What follows belongs to an exercise in optimizing a design on an open flow for small area, a short achievable clock period and few clock cycles; a production flow would make more cautious choices.
In this exercise RTL edits were held to simulation tests only and were not proved equivalent to the original.
Power and IR drop assume default switching activity.

==> design.v <==
module pgd_codec (
    input  wire        clk,
    input  wire        rst,           
    input  wire        reg_wr,
    input  wire [3:0]  reg_addr,
    input  wire [31:0] reg_wdata,
    output reg  [31:0] reg_rdata,
    output wire        irq,
    output reg         s_en,
    output reg         s_we,
    output reg  [11:0] s_addr,
    output reg  [7:0]  s_wdata,
    input  wire [7:0]  s_rdata,
    output reg         d_en,
    output reg         d_we,
    output reg  [11:0] d_addr,
    output reg  [7:0]  d_wdata,
    input  wire [7:0]  d_rdata,
    output reg         r_en,
    output reg         r_we,
    output reg  [11:0] r_addr,
    output reg  [7:0]  r_wdata,
    input  wire [7:0]  r_rdata
);
    localparam [1:0] ST_IDLE = 2'd0, ST_BUSY = 2'd1, ST_DONE = 2'd2, ST_FAULT = 2'd3;
    localparam [2:0] F_TRUNC = 3'd1, F_BADREF = 3'd2, F_OVERRUN = 3'd3, F_GEOM = 3'd4,
                     F_SIZE = 3'd5, F_CAP = 3'd6, F_BADCMD = 3'd7;
    localparam [4:0]
        S_IDLE = 5'd0,  S_START = 5'd1,  S_MUL1 = 5'd2,  S_MUL2 = 5'd3,  S_CHK = 5'd4,
        D_TOK  = 5'd5,  D_CTL   = 5'd6,  D_LEN  = 5'd7,  D_LCHK = 5'd8,  D_LIT = 5'd9,
        D_V0   = 5'd10, D_V1    = 5'd11, D_EXT  = 5'd12, D_RCHK = 5'd13, D_CW  = 5'd14,
        D_CR   = 5'd15,
        P_BLK  = 5'd16, P_LEN   = 5'd17, P_DAT  = 5'd18,
        F_ROW  = 5'd19, F_SEL   = 5'd20, R_ROW  = 5'd21, R_CB   = 5'd22,
        Q_X    = 5'd23, Q_Y     = 5'd24, Q_XD   = 5'd25, Q_YD   = 5'd26,
        Q_1    = 5'd27, Q_1D    = 5'd28;
    localparam [1:0] M_RAW = 2'd0, M_VERT = 2'd1, M_AVG = 2'd2;
    reg [1:0]  state;
    reg [2:0]  unit;
    reg        undef;
    reg [2:0]  fcode;
    reg [31:0] finfo;
    reg        ien;
    reg [31:0] slen, dlen;
    reg [15:0] width, height, pixsz;
    reg [12:0] spos, dpos;       
    reg [8:0]  ctl;
    reg [12:0] row;              
    reg [4:0]  seq;
    reg [12:0] k;        
    reg [12:0] rb;       
    reg [12:0] stride;
    reg [20:0] g1;       
    reg [20:0] g2;       
    reg [11:0] wa, wa1;  
    reg [7:0]  bc, bu, bo;
    reg        first, fd, v1, v2;
    reg [1:0]  mode;
    reg        ma_big, pr_sat;
    wire is_f = (unit == 3'd3);
    wire [12:0] ps = pixsz[12:0];
    wire [11:0] cur_a  = rb[11:0] + k[11:0];
    wire [11:0] up_a   = cur_a - stride[11:0];
    wire [11:0] filt_a = cur_a + height[11:0] + 12'd8;
    wire [11:0] ctrl_a = row[11:0] + 12'd8;
    wire [13:0] kp     = {1'b0, k} + {1'b0, ps};
    wire        ch_end = (kp >= {1'b0, stride});
    wire [13:0] kt     = kp - {1'b0, stride} + 14'd1;
    wire [12:0] k_nx   = ch_end ? kt[12:0] : kp[12:0];
    wire        k_last = (k == stride - 13'd1);
    wire        row_end = ({3'd0, row} == height);
    wire [7:0]  f_vert = bu - bc;
    wire [7:0]  f_raw  = bo - bc;
    wire [8:0]  f_sum  = {1'b0, bu} + {1'b0, bo};
    wire [7:0]  f_avg  = f_sum[8:1] - bc;
    wire [9:0]  f_a1   = fd ? -{2'd0, f_vert} : {2'd0, f_raw} - {2'd0, f_vert};
    wire [9:0]  f_a2   = fd ? -{2'd0, f_vert} : {2'd0, f_avg} - {2'd0, f_vert};
    wire        f_isvert = !g1[20] && !g2[20];
    wire [8:0]  r_sum  = {1'b0, r_rdata} + {1'b0, bo};
    wire [7:0]  r_o2   = (mode == M_VERT) ? (r_rdata - d_rdata)
                       : first ? d_rdata : (r_sum[8:1] - d_rdata);
    wire [7:0]  q_in   = is_f ? r_rdata : d_rdata;
    wire [7:0]  q_prev = is_f ? bc : bo;
    wire [7:0]  q_o    = fd ? q_in : (q_prev - q_in);
    wire [8:0]  ctl_sh  = {1'b0, ctl[8:1]};
    wire        need_cb = (ctl_sh == 9'd1);
    wire [12:0] slen13  = slen[12:0];
    wire [12:0] dlen13  = dlen[12:0];
    wire [11:0] cnt     = rb[11:0];
    wire [11:0] offset  = g1[15:4];
    wire        tok_bit = (seq == D_CTL) ? s_rdata[0] : ctl_sh[0];
    wire        lit_bad = (k >= slen13);
    wire        ref_bad = ({1'b0, k} + 14'd2 > {1'b0, slen13});
    wire [13:0] dpc     = {1'b0, dpos} + {2'd0, cnt};
    wire [12:0] dpos_p1 = dpos + 13'd1;
    wire [11:0] cp_src  = dpos[11:0] - offset;
    wire [12:0] pk_left = dlen13 - dpos;
    wire [7:0]  pk_n    = (|pk_left[12:8]) ? 8'd255 : pk_left[7:0];
    wire dlen_big  = (|dlen[31:13]) || (dlen[12] && |dlen[11:0]);    
    wire slen_big  = (|slen[31:13]) || (slen[12] && |slen[11:0]);
    wire [13:0] m_sum = {1'b0, rb} + {1'b0, k};
    wire [13:0] e_len = 14'd8 + {1'b0, height[12:0]} + {1'b0, rb};
    assign irq = ien & state[1];
    always @* begin
        case (reg_addr)
            4'd1:    reg_rdata = {26'd0, undef, unit, state};
            4'd2:    reg_rdata = {29'd0, fcode};
            4'd3:    reg_rdata = finfo;
            4'd4:    reg_rdata = {31'd0, ien};
            4'd5:    reg_rdata = slen;
            4'd6:    reg_rdata = dlen;
            4'd7:    reg_rdata = {16'd0, width};
            4'd8:    reg_rdata = {16'd0, height};
            4'd9:    reg_rdata = {16'd0, pixsz};
            4'd10:   reg_rdata = {19'd0, spos};
            4'd11:   reg_rdata = {19'd0, dpos};
            4'd12:   reg_rdata = {23'd0, ctl};
            4'd13:   reg_rdata = {19'd0, row};
            default: reg_rdata = 32'd0;
        endcase
    end
    always @* begin
        s_en = 1'b0; s_we = 1'b0; s_addr = k[11:0]; s_wdata = d_rdata;
        d_en = 1'b0; d_we = 1'b0; d_addr = wa;      d_wdata = s_rdata;
        r_en = 1'b0; r_we = 1'b0; r_addr = wa;      r_wdata = bo;
        case (seq)
            D_TOK, D_CTL, D_LCHK, D_LIT, D_V0, D_V1: s_en = 1'b1;
            D_LEN, D_EXT: ;
            D_RCHK, D_CR: begin d_en = 1'b1; d_addr = cp_src; end
            D_CW:   begin d_en = 1'b1; d_we = 1'b1; d_addr = dpos[11:0]; d_wdata = d_rdata; end
            P_BLK:  begin s_en = (dpos != dlen13); s_we = 1'b1; s_wdata = 8'd0; end
            P_LEN:  begin s_en = 1'b1; s_we = 1'b1; s_wdata = pk_n;
                          d_en = 1'b1; d_addr = dpos[11:0]; end
            P_DAT:  begin s_en = 1'b1; s_we = 1'b1;
                          d_en = 1'b1; d_addr = dpos_p1[11:0]; end
            F_ROW:  begin d_en = !row_end && (row == 13'd0); d_we = 1'b1;
                          d_addr = ctrl_a; d_wdata = 8'd1; end
            F_SEL:  begin d_en = 1'b1; d_we = 1'b1; d_addr = ctrl_a;
                          d_wdata = f_isvert ? 8'd2 : 8'd1; end
            R_ROW:  begin d_en = !row_end; d_addr = ctrl_a; end
            Q_X:    begin r_en = 1'b1; r_addr = up_a;
                          d_en = !is_f; d_addr = filt_a; end
            Q_Y:    if (is_f) begin
                        r_en = 1'b1; r_addr = cur_a;
                        d_en = v1; d_we = 1'b1; d_wdata = f_vert;
                    end else begin
                        r_en = v1; r_we = 1'b1;
                    end
            Q_YD:   if (is_f) begin d_en = 1'b1; d_we = 1'b1; d_wdata = f_vert; end
                    else begin r_en = 1'b1; r_we = 1'b1; end
            Q_1, Q_1D: begin
                    if (is_f) begin
                        r_en = (seq == Q_1); r_addr = cur_a;
                        d_en = v2; d_we = 1'b1; d_wdata = bo;
                    end else begin
                        d_en = (seq == Q_1); d_addr = filt_a;
                        r_en = v2; r_we = 1'b1;
                    end
                end
            default: ;
        endcase
        if (seq == D_LIT) begin d_en = 1'b1; d_we = 1'b1; d_addr = dpos[11:0]; end
    end
    task automatic fault(input [2:0] code, input [31:0] info);
        begin
            state <= ST_FAULT; fcode <= code; finfo <= info; seq <= S_IDLE;
        end
    endtask
    task automatic next_row;
        begin
            row   <= row + 13'd1;
            rb    <= rb + stride;
            k     <= 13'd0;
            first <= 1'b1;
            seq   <= is_f ? F_ROW : R_ROW;
        end
    endtask
    task automatic advance;
        begin
            k     <= k_nx;
            first <= ch_end;
        end
    endtask
    task automatic dispatch(input bit_ref);    
        begin
            if (!bit_ref) begin
                if (lit_bad) fault(F_TRUNC, {19'd0, spos});
                else begin k <= k + 13'd1; seq <= D_LEN; end
            end else begin
                if (ref_bad) fault(F_TRUNC, {19'd0, spos});
                else begin k <= k + 13'd1; seq <= D_V0; end
            end
        end
    endtask
    always @(posedge clk) begin
        if (rst) begin
            state  <= ST_IDLE;
            unit   <= 3'd0;
            undef  <= 1'b0;
            fcode  <= 3'd0;
            finfo  <= 32'd0;
            ien    <= 1'b0;
            slen   <= 32'd0;
            dlen   <= 32'd0;
            width  <= 16'd0;
            height <= 16'd0;
            pixsz  <= 16'd0;
            spos   <= 13'd0;
            dpos   <= 13'd0;
            ctl    <= 9'd2;
            row    <= 13'd0;
            seq    <= S_IDLE;
        end else begin
            if (reg_wr && state != ST_BUSY) begin
                case (reg_addr)
                    4'd0: begin
                        if (state == ST_IDLE) begin
                            if (reg_wdata[7:0] >= 8'd1 && reg_wdata[7:0] <= 8'd4) begin
                                state <= ST_BUSY;
                                unit  <= reg_wdata[2:0];
                                undef <= 1'b0;
                                seq   <= S_START;
                            end else if (reg_wdata[7:0] >= 8'd6) begin
                                state <= ST_FAULT;
                                unit  <= 3'd0;
                                fcode <= F_BADCMD;
                                finfo <= reg_wdata;
                            end
                        end else if (reg_wdata[7:0] == 8'd5) begin
                            state <= ST_IDLE;
                            unit  <= 3'd0;
                            undef <= 1'b0;
                            fcode <= 3'd0;
                            finfo <= 32'd0;
                        end
                    end
                    4'd4: ien    <= reg_wdata[0];
                    4'd5: slen   <= reg_wdata;
                    4'd6: dlen   <= reg_wdata;
                    4'd7: width  <= reg_wdata[15:0];
                    4'd8: height <= reg_wdata[15:0];
                    4'd9: pixsz  <= reg_wdata[15:0];
                    default: ;
                endcase
            end
            case (seq)
                S_START: begin
                    case (unit)
                        3'd1: begin
                            if (slen_big || dlen_big) fault(F_CAP, 32'd0);
                            else begin
                                spos <= 13'd0; dpos <= 13'd0; ctl <= 9'd2; k <= 13'd0;
                                seq <= D_TOK;
                            end
                        end
                        3'd4: begin
                            if (dlen > 32'd4078) fault(F_CAP, 32'd0);
                            else begin
                                dpos <= 13'd0; k <= 13'd0; seq <= P_BLK;
                            end
                        end
                        default: begin
                            if (width == 16'd0 || pixsz == 16'd0) fault(F_GEOM, 32'd0);
                            else begin
                                k      <= width[12:0];
                                ma_big <= (width > 16'd4096);
                                g1     <= {5'd0, pixsz};
                                rb     <= 13'd0;
                                pr_sat <= 1'b0;
                                seq    <= S_MUL1;
                            end
                        end
                    endcase
                end
                S_MUL1, S_MUL2: begin
                    if (g1[15:0] == 16'd0) begin
                        if (seq == S_MUL1) begin
                            stride <= rb;
                            k      <= rb;
                            ma_big <= pr_sat;
                            rb     <= 13'd0;
                            pr_sat <= 1'b0;
                            g1     <= {5'd0, height};
                            seq    <= S_MUL2;
                        end else begin
                            seq <= S_CHK;
                        end
                    end else begin
                        if (g1[0]) begin
                            rb     <= m_sum[12:0];
                            pr_sat <= pr_sat | ma_big | (m_sum > 14'd4096);
                        end
                        k      <= {k[11:0], 1'b0};
                        ma_big <= ma_big | (k > 13'd2048);
                        g1     <= {1'b0, g1[20:1]};
                    end
                end
                S_CHK: begin
                    if (is_f) begin
                        if (pr_sat || e_len > 14'd4096) fault(F_CAP, 32'd0);
                        else begin
                            row <= 13'd0; rb <= 13'd0; k <= 13'd0; first <= 1'b1; seq <= F_ROW;
                        end
                    end else begin
                        if (dlen_big || pr_sat) fault(F_CAP, 32'd0);
                        else if ({1'b0, dlen13} != e_len) fault(F_SIZE, {18'd0, e_len});
                        else begin
                            row <= 13'd0; rb <= 13'd0; k <= 13'd0; first <= 1'b1; seq <= R_ROW;
                        end
                    end
                end
                D_TOK: begin
                    if (dpos == dlen13) begin
                        state <= ST_DONE; seq <= S_IDLE;
                    end else if (need_cb) begin
                        if (lit_bad) fault(F_TRUNC, {19'd0, spos});
                        else begin k <= k + 13'd1; seq <= D_CTL; end
                    end else begin
                        g2[8:0] <= ctl_sh;
                        dispatch(ctl_sh[0]);
                    end
                end
                D_CTL: begin
                    g2[8:0] <= {1'b1, s_rdata};
                    dispatch(s_rdata[0]);
                end
                D_LEN: begin
                    rb  <= {5'd0, s_rdata};
                    seq <= D_LCHK;
                end
                D_LCHK: begin
                    if ({1'b0, k} + {2'd0, cnt} > {1'b0, slen13}) fault(F_TRUNC, {19'd0, spos});
                    else if (dpc > {1'b0, dlen13}) fault(F_OVERRUN, {19'd0, spos});
                    else if (cnt == 12'd0) begin
                        spos <= k; ctl <= g2[8:0]; seq <= D_TOK;
                    end else begin
                        k <= k + 13'd1; seq <= D_LIT;
                    end
                end
                D_LIT: begin
                    dpos <= dpos_p1;
                    rb   <= rb - 13'd1;
                    if (cnt == 12'd1) begin
                        spos <= k; ctl <= g2[8:0]; seq <= D_TOK;
                    end else begin
                        k <= k + 13'd1;
                    end
                end
                D_V0: begin
                    g1[7:0] <= s_rdata;
                    k       <= k + 13'd1;
                    seq     <= D_V1;
                end
                D_V1: begin
                    g1[15:8] <= s_rdata;
                    if (g1[3]) begin
                        rb  <= {10'd0, g1[2:0]} + 13'd4;
                        seq <= D_RCHK;
                    end else if (lit_bad) fault(F_TRUNC, {19'd0, spos});
                    else begin
                        k <= k + 13'd1; seq <= D_EXT;
                    end
                end
                D_EXT: begin
                    rb  <= {2'd0, g1[2:0], s_rdata} + 13'd4;
                    seq <= D_RCHK;
                end
                D_RCHK: begin
                    if (offset == 12'd0 || {1'b0, offset} > dpos) fault(F_BADREF, {19'd0, spos});
                    else if (dpc > {1'b0, dlen13}) fault(F_OVERRUN, {19'd0, spos});
                    else seq <= D_CW;
                end
                D_CW: begin
                    dpos <= dpos_p1;
                    rb   <= rb - 13'd1;
                    if (cnt == 12'd1) begin
                        spos <= k; ctl <= g2[8:0]; seq <= D_TOK;
                    end else if (offset != 12'd1) begin
                        seq <= D_CR;
                    end
                end
                D_CR: seq <= D_CW;
                P_BLK: begin
                    if (dpos == dlen13) begin
                        spos <= k; slen <= {19'd0, k};
                        state <= ST_DONE; seq <= S_IDLE;
                    end else begin
                        k <= k + 13'd1; g2[3:0] <= 4'd0; seq <= P_LEN;
                    end
                end
                P_LEN: begin
                    k       <= k + 13'd1;
                    rb      <= {5'd0, pk_n};
                    g2[3:0] <= g2[3:0] + 4'd1;
                    seq     <= P_DAT;
                end
                P_DAT: begin
                    k    <= k + 13'd1;
                    dpos <= dpos_p1;
                    rb   <= rb - 13'd1;
                    if (cnt == 12'd1) begin
                        if (dpos_p1 == dlen13) begin
                            spos <= k + 13'd1; slen <= {19'd0, k + 13'd1};
                            state <= ST_DONE; seq <= S_IDLE;
                        end else if (g2[3:0] == 4'd8) seq <= P_BLK;
                        else seq <= P_LEN;
                    end
                end
                F_ROW: begin
                    if (row_end) begin
                        dlen  <= {18'd0, 14'd8 + {1'b0, row} + {1'b0, rb}};
                        state <= ST_DONE; seq <= S_IDLE;
                    end else if (row == 13'd0) begin
                        v1 <= 1'b0; v2 <= 1'b0; seq <= Q_1;
                    end else begin
                        g1 <= 21'd0; g2 <= 21'd0; v1 <= 1'b0; seq <= Q_X;
                    end
                end
                F_SEL: begin
                    if (f_isvert) next_row;
                    else begin
                        k <= 13'd0; first <= 1'b1; v1 <= 1'b0; v2 <= 1'b0; seq <= Q_1;
                    end
                end
                R_ROW: begin
                    if (row_end) begin
                        state <= ST_DONE; seq <= S_IDLE;
                    end else seq <= R_CB;
                end
                R_CB: begin
                    v1 <= 1'b0; v2 <= 1'b0;
                    if (d_rdata[0]) begin
                        mode <= M_RAW; seq <= Q_1;
                    end else begin
                        mode <= d_rdata[1] ? M_VERT : M_AVG;
                        if (row == 13'd0 && (d_rdata[1] || (|width[15:1]))) undef <= 1'b1;
                        seq <= Q_X;
                    end
                end
                Q_X: begin
                    if (is_f) bc <= r_rdata;
                    seq <= Q_Y;
                end
                Q_Y, Q_YD: begin
                    if (is_f) begin
                        if (v1 || seq == Q_YD) begin
                            g1 <= g1 + {{11{f_a1[9]}}, f_a1};
                            g2 <= g2 + {{11{f_a2[9]}}, f_a2};
                            bo <= bc;
                        end
                        bu <= r_rdata;
                        wa <= filt_a;
                    end else begin
                        bo <= r_o2;
                        wa <= cur_a;
                    end
                    fd <= first;
                    v1 <= 1'b1;
                    advance;
                    if (seq == Q_YD) begin
                        if (is_f) seq <= F_SEL;
                        else next_row;
                    end else if (k_last) seq <= Q_XD;
                    else seq <= Q_X;
                end
                Q_XD: begin
                    if (is_f) bc <= r_rdata;
                    seq <= Q_YD;
                end
                Q_1, Q_1D: begin
                    if (seq == Q_1) begin
                        wa1 <= is_f ? filt_a : cur_a;
                        fd  <= first;
                        advance;
                        if (k_last) seq <= Q_1D;
                    end
                    v1 <= (seq == Q_1);
                    v2 <= v1;
                    if (v1) begin
                        bo <= q_o;
                        bc <= r_rdata;
                        wa <= wa1;
                    end
                    if (seq == Q_1D && !v1) next_row;
                end
                default: ;
            endcase
        end
    end
endmodule
==> run.sh <==
#!/bin/bash
# synth_recipe.tcl (not shown) runs the flow's synth.tcl, then flattens the netlist and writes it again
# the make line also repeats each setting of config.mk as NAME=value (left out here)
make -C /OpenROAD-flow-scripts/flow DESIGN_CONFIG=/design/flow/config.mk WORK_HOME=/design/flow/orfs CLKGATE_MAP_FILE= SYNTH_SCRIPT=/design/flow/synth_recipe.tcl finish
==> config.mk <==
export PLATFORM = sky130hd
export DESIGN_NAME = pgd_codec
export DESIGN_NICKNAME = pgd_codec
export VERILOG_FILES = /design/flow/design.v
export SDC_FILE = /design/flow/constraint.sdc
export NUM_CORES = 4
export LEC_CHECK = 0
export CAP_MARGIN = 20
export CORE_MARGIN = 2
export CORE_UTILIZATION = 40
export SLEW_MARGIN = 20
==> constraint.sdc <==
create_clock -name core_clock -period 12.0 [get_ports {clk}]
set_input_delay 2.4000 -clock core_clock [delete_from_list [all_inputs] [get_ports {clk}]]
set_output_delay 2.4000 -clock core_clock [all_outputs]
set_load 0.01 [all_outputs]
==> impl_metrics.env <==
export IMPL_status="complete, no violations"
export IMPL_drive_gt1_frac=0.0650
export IMPL_die_area_mm2=0.0918
export IMPL_met1_usage=0.496
export IMPL_synthCells=4628
export IMPL_most_common_layout_cells="nand2_1 (488), a21oi_1 (427), nor2_1 (395)"
export IMPL_grt_overflow=0
export IMPL_grt_antenna_before_repair=5
export IMPL_maxCapViolations=0
export IMPL_worstPathMaxFanout=10
export IMPL_fin_crit_sh=0.713
export IMPL_endpoint_kind="output pin"
export IMPL_cts_buffers=46
export IMPL_dr_pass1_iters=9
export IMPL_synthTopCellsByArea="ha_1 (13%), dfxtp_1 (12%), edfxtp_1 (12%), a21oi_1 (6.0%), nand2_1 (5.1%)"
export IMPL_drtAntennaViolNets=0
export IMPL_rows=109
export IMPL_cp_start_kind="flip-flop"
export IMPL_grt_pass1_wl_um=254000
export IMPL_clockBufferDepth=3
export IMPL_multiInputGateArea_mm2=0.0256
export IMPL_power_density_mw_per_mm2=153
export IMPL_vias=38526
export IMPL_max_freq_mhz=117
export IMPL_ios=162
export IMPL_core_area_mm2=0.0885
export IMPL_setup_viol=0
export IMPL_worst_slack_ns=3.45
export IMPL_peakVddDrop_mv=0.116
export IMPL_grt_max_degree=72
export IMPL_final_nets=5177
export IMPL_syn_nets=5090
export IMPL_synth_edf_count=137
export IMPL_seq_area_mm2=0.00826
export IMPL_ys_ff_latch=344
export IMPL_rsz0062_at_grt="false"
export IMPL_fin_util=0.459
export IMPL_p_leak_nw=16.2
export IMPL_grt_pass1_vias=35627
export IMPL_clk_pin_slew_ns=0.07
export IMPL_r2r_slack_ns=5.40
export IMPL_portBuffers=161
export IMPL_yosysWarnings=1
export IMPL_wire_per_inst_um=30.0
export IMPL_worstSkewPairLatency_ns=0.67
export IMPL_grtUsageTotal=0.377
export IMPL_dieHeight_um=303
export IMPL_fin_hold_ws_ns=0.464
export IMPL_tightest_slew_ns=1.16
export IMPL_period_needed_ns=8.55
export IMPL_hold_viol_final=0
export IMPL_cts_tree="done"
export IMPL_pre_cts_ws_ns=4.00
export IMPL_clockRootBuffer="clkbuf_16"
export IMPL_gp_congestion=1.05
export IMPL_clkSinkCount=344
export IMPL_cts_setup_buffers=0
export IMPL_top_usage_layer="met2"
export IMPL_fin_skew_ns=0.0842
export IMPL_vias_per_cell=6.50
export IMPL_synthToLayoutAreaGrowth_pct=13.6
export IMPL_syn_area_mm2=0.0358
export IMPL_tns_ns=0
export IMPL_hold_path_class="reg -> reg"
export IMPL_met3_usage=0.102
export IMPL_critPathRequiredTime_ns=9.60
export IMPL_routed_wl_um=178000
export IMPL_yosysSeqAreaShare=0.231
export IMPL_drc_errors=0
export IMPL_cts_resized=0
export IMPL_layout_commonest_cell="nand2_1"
export IMPL_die_w_um=303
export IMPL_cts_hold_buf=0
export IMPL_crit_type="reg -> out"
export IMPL_drtIter0Drc=4817
export IMPL_ys_flop_type="dfxtp_1"
export IMPL_use_met2=0.554
export IMPL_synthDominantCellAreaShare=0.130
export IMPL_yosysTopAreaCell="ha_1"
export IMPL_async_flop_share=0
export IMPL_relSlewSlack=0.220
export IMPL_start_util=0.404
export IMPL_place_hpwl_um=138000
export IMPL_n_fill_cell=8879
export IMPL_critical_path_arrival_ns=6.15
export IMPL_synth_cell_types=96
export IMPL_avgSynthCellArea_um2=7.73
export IMPL_report_final_slew_viol_count=0
export IMPL_h_tree_depth=2
-- layer usage --
layer  up-vias  part of all wire
met5         -           0.00020
met4         6             0.067
met3       527              0.12
met2      2410              0.41
met1     18424              0.40
li1      17159                 -
-- sequential cells by signal, indices dropped and copies added, names as in the netlist, 16 cells and up --
name / count
dlen: 32
finfo: 32
slen: 32
g1: 21
g2: 21
height: 16
pixsz: 16
width: 16
-- where the power goes --
part           internal (mW)  switching (mW)  total, mW  leakage, nW
clock                  0.885           0.623       1.51        0.804
sequential              1.36           0.169       1.53         2.93
combinational           1.17            2.01       3.18         12.5
total                   3.41            2.80       6.21         16.2
-- synth_stat cells, types with 62 or more instances --
master	instances
nor2b_1	68
xor2_1	115
edfxtp_1	137
o21ai_0	296
nand2b_1	62
nand3_1	158
inv_1	234
a21o_1	78
nand2_1	489
dfxtp_1	207
clkbuf_1	213
nor2_1	399
a21oi_1	427
xnor2_1	206
a22oi_1	103
ha_1	371
nor3_1	83
-- final cells by class --
type,count,share of cell area
inverters,236,0.0218
clock buffers,59,0.0310
multi-input cells,3778,0.631
well taps,1165,0.0359
flip-flops and latches,344,0.203
diodes,9,0.000554
clock inverters,27,0.00936
repair buffers,309,0.0670
-- worst paths after layout --
kind         startpoint  cells after the start          to
max               rb[0]                     19  d_addr[11]
min           height[5]                      2   height[5]
max reg2reg       rb[0]                     23   finfo[11]
min reg2reg   height[5]                      2   height[5]
-- critical path, stage by stage, from the launching register on --
cell             delay [ns]
edfxtp_1               0.57
ha_1                   0.30
fa_1                   0.42
a21o_1                 0.18
a21oi_1                0.27
o21bai_1               0.10
a21oi_1                0.17
xor2_1                 0.46
inv_1                  0.20
ha_1                   0.23
ha_1                   0.30
or2_2                  0.30
a21oi_1                0.19
a211oi_1               0.10
o21ai_0                0.31
and2_1                 0.20
xor3_1                 0.17
nand2_1                0.06
a31oi_1                0.38
clkdlybuf4s50_1        0.64
-- logic make-up (layout without fill, tap and decap cells) --
family,after synthesis,count (layout),synth area share
compound gates,1431,1431,0.261
xor+xnor,326,326,0.0816
mux,69,69,0.0204
fa+ha+maj,399,399,0.145
flops,344,344,0.231
other cells,0,9,0
buf+inv,506,631,0.0554
simple gates,1553,1553,0.205
-- metrics by stage --
| stage | power (mW) | instances | area (um2) |
|---|---|---|---|
| final | 6.21 | 5927 | 40600 |
| after global placement | 4.59 | 5831 | 38900 |
| after global routing | 6.50 | 5918 | 40600 |
| after floorplan | 3.56 | 4628 | 35800 |
| after CTS | 6.11 | 5917 | 40600 |
| after detailed placement | 4.60 | 5831 | 39000 |
Testbench counts, summed over its fixed seeds: cycles 169,256.

==> port drivers added, routing unchanged <==
The results above use ideal ports. As a check the final layout listed here was re-extracted and re-timed, cells and wires unchanged. Step 1: set_driving_cell puts a clkbuf_16 on clk and a buf_2 on each other input, an assumption about the parent block. Step 2 moves the port delays by t, midway between the first and last clock arrival at a register: inputs arrive t later, outputs are due t later. That takes back most of the time a late clock gives input paths. a / b / c = ideal ports / drivers / drivers and shift; a / b = the first two.
shift t [ns]: 0.695
setup WS [ns]: 3.446 / 3.380 / 3.851
hold slack, ns: 0.464 / 0.464 / 0.464
worst data-port slew with drivers (ns): 0.06
After both steps this run still meets setup and hold. For this run, drivers alone change the setup slack by -0.066 ns; drivers and shift together by +0.405 ns.
